Source: an optimization exercise on an open RTL-to-GDS flow (aim: small area, a short achievable clock period and few clock cycles per item). Production flows keep margins and buffers that such runs may drop.
At most, simulation tests tie the RTL to the original design; equivalence was not proved.

## emu_cpu
module emu_cpu (
    input  wire        clk,
    input  wire        rst,
    input  wire        tick,
    input  wire        warm,
    output reg         busy,
    output reg         done,
    output reg         mem_re,
    output reg         mem_we,
    output wire [15:0] mem_addr,
    output wire [7:0]  mem_wdata,
    input  wire [7:0]  mem_rdata,
    output wire [15:0] pc,
    output reg  [7:0]  a,
    output wire [7:0]  p,
    output reg         halted,
    output wire [31:0] total_cycles
);
Size in the first run: ~680 cells after synthesis, ~110 flip-flops, about 110 I/O pins, ~5600 um^2 of cells after synthesis.
==> module emu_cpu, before the edit <==
module emu_cpu (
    input  wire        clk,
    input  wire        rst,
    input  wire        tick,
    input  wire        warm,
    output reg         busy,
    output reg         done,
    output reg         mem_re,
    output reg         mem_we,
    output wire [15:0] mem_addr,
    output wire [7:0]  mem_wdata,
    input  wire [7:0]  mem_rdata,
    output wire [15:0] pc,
    output reg  [7:0]  a,
    output wire [7:0]  p,
    output reg         halted,
    output wire [31:0] total_cycles
);
    localparam [15:0] BOOT_PC      = 16'h8000;
    localparam [15:0] RESET_VECTOR = 16'hFFFC;
    localparam [1:0] E_OP  = 2'd0,
                     E_IMM = 2'd1,
                     E_LO  = 2'd2,
                     E_HI  = 2'd3;
    reg [15:0] f;
    reg [7:0]  hi;
    reg [7:0]  lo;
    reg        run;         
    reg        fin;         
    reg [1:0]  e;
    reg        is_jmp;      
    reg        is_sta;      
    reg        wflag;       
    reg        arr_q;       
    reg        ea_q;        
    reg        data_q;      
    reg        match_q;     
    reg [2:0]  pend;        
    reg [11:0] frame;       
    reg [7:0]  tlo;         
    reg [23:0] thi;         
    reg        tc_q;        
    reg        zf, nf;
    assign mem_addr     = f;
    assign pc           = f;
    assign p            = {nf, 5'b00000, zf, 1'b0};
    assign mem_wdata    = a;
    assign total_cycles = {thi, tlo};
    wire arr     = arr_q & ~match_q;
    wire arr_op  = arr & (e == E_OP);
    wire arr_imm = arr & (e == E_IMM);
    wire arr_lo  = arr & (e == E_LO);
    wire arr_hi  = arr & (e == E_HI);
    wire exh     = halted | frame[11] | (pend[1] & (&frame[10:1]));
    wire stop    = arr_op & exh;
    wire exec    = arr_op & ~exh;
    wire jmp_hi  = arr_hi & is_jmp;
    wire ea_hi   = arr_hi & ~is_jmp;
    wire stream  = run & ~ea_q & ~stop & ~jmp_hi;
    wire [7:0] d = mem_rdata;
    wire op_imm  = (d == 8'hA9);
    wire op_lda  = (d == 8'hAD);
    wire op_sta  = (d == 8'h8D);
    wire op_jmp  = (d == 8'h4C);
    wire op_nop  = (d == 8'hEA);
    wire op_brk  = (d == 8'h00);
    integer i;
    reg [2:0] cost;
    always @(*) begin
        cost = 3'd0;
        if (op_imm | op_nop) cost = 3'd2;
        if (op_lda | op_sta) cost = 3'd4;
        if (op_jmp)          cost = 3'd3;
        if (op_brk)          cost = 3'd7;
    end
    reg [8:0] tlo_nx;
    reg [12:0] fc;
    reg [11:0] frame_nx;
    reg [8:0] tc;
    always @(*) begin
        tc[0] = 1'b0;
        fc[0] = 1'b0;
        for (i = 0; i < 8; i = i + 1) begin
            if (i < 3) begin
                tlo_nx[i] = tlo[i] ^ pend[i] ^ tc[i];
                tc[i+1]   = (tlo[i] & pend[i]) | (tc[i] & (tlo[i] ^ pend[i]));
            end else begin
                tlo_nx[i] = tlo[i] ^ tc[i];
                tc[i+1]   = tlo[i] & tc[i];
            end
        end
        tlo_nx[8] = tc[8];
        for (i = 0; i < 12; i = i + 1) begin
            if (i < 3) begin
                frame_nx[i] = frame[i] ^ pend[i] ^ fc[i];
                fc[i+1]     = (frame[i] & pend[i]) | (fc[i] & (frame[i] ^ pend[i]));
            end else begin
                frame_nx[i] = frame[i] ^ fc[i];
                fc[i+1]     = frame[i] & fc[i];
            end
        end
    end
    reg [24:0] hc;
    reg [23:0] thi_nx;
    always @(*) begin
        hc[0] = tc_q;
        for (i = 0; i < 24; i = i + 1) begin
            thi_nx[i] = thi[i] ^ hc[i];
            hc[i+1]   = thi[i] & hc[i];
        end
    end
    wire [15:0] inc_a = ea_q ? {hi, lo} : f;
    reg  [16:0] ic;
    reg  [15:0] inc;
    always @(*) begin
        ic[0] = ~(ea_q & match_q);
        for (i = 0; i < 16; i = i + 1) begin
            inc[i]  = inc_a[i] ^ ic[i];
            ic[i+1] = inc_a[i] & ic[i];
        end
    end
    wire end_op  = run & (stop | (jmp_hi & wflag));
    always @(posedge clk) begin
        if (rst) begin
            run          <= 1'b0;
            fin          <= 1'b0;
            busy         <= 1'b0;
            done         <= 1'b0;
            mem_we       <= 1'b0;
            f            <= BOOT_PC;
            a            <= 8'h00;
            zf           <= 1'b0;
            nf           <= 1'b0;
            halted       <= 1'b0;
            tlo          <= 8'd0;
            thi          <= 24'd0;
            tc_q         <= 1'b0;
            arr_q        <= 1'b0;
            ea_q         <= 1'b0;
            data_q       <= 1'b0;
            pend         <= 3'd0;
        end else begin
            done         <= 1'b0;
            fin          <= 1'b0;
            frame        <= frame_nx;
            tlo          <= tlo_nx[7:0];
            tc_q         <= tlo_nx[8];
            thi          <= thi_nx;
            pend         <= exec ? cost : 3'd0;
            arr_q        <= stream & ~end_op;
            ea_q         <= run & ea_hi;
            mem_we       <= run & ea_hi & is_sta;
            mem_re       <= ~(run & ea_hi & is_sta);
            data_q       <= ea_q & ~is_sta;
            match_q      <= ea_hi & is_sta & ({d, lo} == f);
            hi           <= f[15:8];
            lo           <= arr_lo ? d : f[7:0];
            if (run) begin
                if (stop)
                    f <= {hi, lo};
                else if (arr_hi)
                    f <= {d, lo};
                else
                    f <= inc;
            end
            if (arr_imm | data_q) begin
                a  <= d;
                zf <= (d == 8'h00);
                nf <= d[7];
            end
            if (exec) begin
                if (op_imm)
                    e <= E_IMM;
                if (op_lda | op_sta | op_jmp)
                    e <= E_LO;
                is_jmp <= op_jmp;
                is_sta <= op_sta;
                if (op_brk)
                    halted <= 1'b1;
            end
            if (arr_imm)
                e <= E_OP;
            if (arr_lo)
                e <= E_HI;
            if (arr_hi)
                e <= E_OP;
            if (!busy) begin
                if (tick) begin
                    frame  <= 12'd684;
                    e      <= E_OP;
                    wflag  <= 1'b0;
                    busy   <= 1'b1;
                    if (halted)
                        fin <= 1'b1;
                    else
                        run <= 1'b1;
                end else if (warm) begin
                    f      <= RESET_VECTOR;
                    e      <= E_LO;
                    is_jmp <= 1'b1;
                    wflag  <= 1'b1;
                    busy   <= 1'b1;
                    run    <= 1'b1;
                end
            end
            if (end_op) begin
                run <= 1'b0;
                fin <= 1'b1;
            end
            if (fin) begin
                busy <= 1'b0;
                done <= 1'b1;
            end
        end
    end
endmodule
==> flow/config.mk <==
export PLATFORM = sky130hd
export DESIGN_NAME = emu_cpu
export DESIGN_NICKNAME = emu_cpu
export VERILOG_FILES = /design/flow/design.v
export SDC_FILE = /design/flow/constraint.sdc
export NUM_CORES = 4
export LEC_CHECK = 0
export ABC_AREA = 1
export CAP_MARGIN = 20
export CORE_MARGIN = 2
export CORE_UTILIZATION = 40
export PLACE_DENSITY = 0.6
export SETUP_SLACK_MARGIN = 2.9
export SLEW_MARGIN = 20
==> flow/constraint.sdc <==
create_clock -name core_clock -period 5.0 [get_ports {clk}]
set_input_delay 1.0000 -clock core_clock [delete_from_list [all_inputs] [get_ports {clk}]]
set_output_delay 1.0000 -clock core_clock [all_outputs]
set_load 0.01 [all_outputs]
standard.sh (not shown) runs the stock make flow with config.mk's settings and CLKGATE_MAP_FILE= SYNTH_SCRIPT=/design/flow/synth_recipe.tcl, a recipe that flattens the netlist after the stock synthesis.
==> flow/flow/run.sh <==
#!/bin/bash
# Standard layout, with every port buffered by sky130_fd_sc_hd__buf_1.
set -euo pipefail
bash standard.sh BUFFER_PORTS_ARGS="-buffer_cell sky130_fd_sc_hd__buf_1" finish > standard.log 2>&1
Edit:
--- a/flow/design.v
+++ b/flow/design.v
@@ -61,67 +61,22 @@
     wire op_imm  = (d == 8'hA9);
     wire op_lda  = (d == 8'hAD);
     wire op_sta  = (d == 8'h8D);
     wire op_jmp  = (d == 8'h4C);
     wire op_nop  = (d == 8'hEA);
     wire op_brk  = (d == 8'h00);
-    integer i;
     reg [2:0] cost;
     always @(*) begin
         cost = 3'd0;
         if (op_imm | op_nop) cost = 3'd2;
         if (op_lda | op_sta) cost = 3'd4;
         if (op_jmp)          cost = 3'd3;
         if (op_brk)          cost = 3'd7;
     end
-    reg [8:0] tlo_nx;
-    reg [12:0] fc;
-    reg [11:0] frame_nx;
-    reg [8:0] tc;
-    always @(*) begin
-        tc[0] = 1'b0;
-        fc[0] = 1'b0;
-        for (i = 0; i < 8; i = i + 1) begin
-            if (i < 3) begin
-                tlo_nx[i] = tlo[i] ^ pend[i] ^ tc[i];
-                tc[i+1]   = (tlo[i] & pend[i]) | (tc[i] & (tlo[i] ^ pend[i]));
-            end else begin
-                tlo_nx[i] = tlo[i] ^ tc[i];
-                tc[i+1]   = tlo[i] & tc[i];
-            end
-        end
-        tlo_nx[8] = tc[8];
-        for (i = 0; i < 12; i = i + 1) begin
-            if (i < 3) begin
-                frame_nx[i] = frame[i] ^ pend[i] ^ fc[i];
-                fc[i+1]     = (frame[i] & pend[i]) | (fc[i] & (frame[i] ^ pend[i]));
-            end else begin
-                frame_nx[i] = frame[i] ^ fc[i];
-                fc[i+1]     = frame[i] & fc[i];
-            end
-        end
-    end
-    reg [24:0] hc;
-    reg [23:0] thi_nx;
-    always @(*) begin
-        hc[0] = tc_q;
-        for (i = 0; i < 24; i = i + 1) begin
-            thi_nx[i] = thi[i] ^ hc[i];
-            hc[i+1]   = thi[i] & hc[i];
-        end
-    end
-    wire [15:0] inc_a = ea_q ? {hi, lo} : f;
-    reg  [16:0] ic;
-    reg  [15:0] inc;
-    always @(*) begin
-        ic[0] = ~(ea_q & match_q);
-        for (i = 0; i < 16; i = i + 1) begin
-            inc[i]  = inc_a[i] ^ ic[i];
-            ic[i+1] = inc_a[i] & ic[i];
-        end
-    end
+    wire [8:0] tlo_nx = {1'b0, tlo} + {6'd0, pend};
+    wire [15:0] inc = (ea_q ? {hi, lo} : f) + {15'd0, ~(ea_q & match_q)};
     wire end_op  = run & (stop | (jmp_hi & wflag));
     always @(posedge clk) begin
         if (rst) begin
             run          <= 1'b0;
             fin          <= 1'b0;
             busy         <= 1'b0;
@@ -139,16 +94,16 @@
             ea_q         <= 1'b0;
             data_q       <= 1'b0;
             pend         <= 3'd0;
         end else begin
             done         <= 1'b0;
             fin          <= 1'b0;
-            frame        <= frame_nx;
+            frame        <= frame + {9'd0, pend};
             tlo          <= tlo_nx[7:0];
             tc_q         <= tlo_nx[8];
-            thi          <= thi_nx;
+            thi          <= thi + {23'd0, tc_q};
             pend         <= exec ? cost : 3'd0;
             arr_q        <= stream & ~end_op;
             ea_q         <= run & ea_hi;
             mem_we       <= run & ea_hi & is_sta;
             mem_re       <= ~(run & ea_hi & is_sta);
             data_q       <= ea_q & ~is_sta;
The new run finished with timing, DRC and antenna clean.
Register-to-register slack improved by 2200 ps.
Setup slack improved by 2100 ps.
Critical path depth shrinks by 24.
Wire length grows by 7.6%.
Maximum frequency grows by 100%.
Testbench counts after the change, summed over its fixed seeds: cycles 128,529, ticks 80.
Function not checked in the first run of this note: the RTL went through the layout flow alone.

==> what the ideal ports hide <==
How much do the figures lean on ideal ports? The routed layouts below were timed once more, with nothing changed but the port constraints. Step 1: set_driving_cell puts a clkbuf_16 on clk and a buf_2 on each other input, an assumption about the parent block. Step 2 also shifts input and output timing later by t, the mid clock arrival at the registers, as if the neighbouring blocks saw the same clock. a / b / c = ideal / step 1 / step 2; a / b = the first two.
| run | shift t [ns] | setup WS [ns] | worst setup path after step 2 | worst slew at a driven data input, ns |
|---|---|---|---|---|
| the first run | 0.395 | 0.854 / 0.854 / 0.854 | register to register | 0.05 |
| the second run | 0.396 | 2.965 / 2.922 / 2.645 | input to register | 0.05 |
After both steps every run listed still meets setup and hold. For the second run, which loses most, drivers alone change the setup slack by -0.043 ns; drivers and shift together by -0.320 ns.
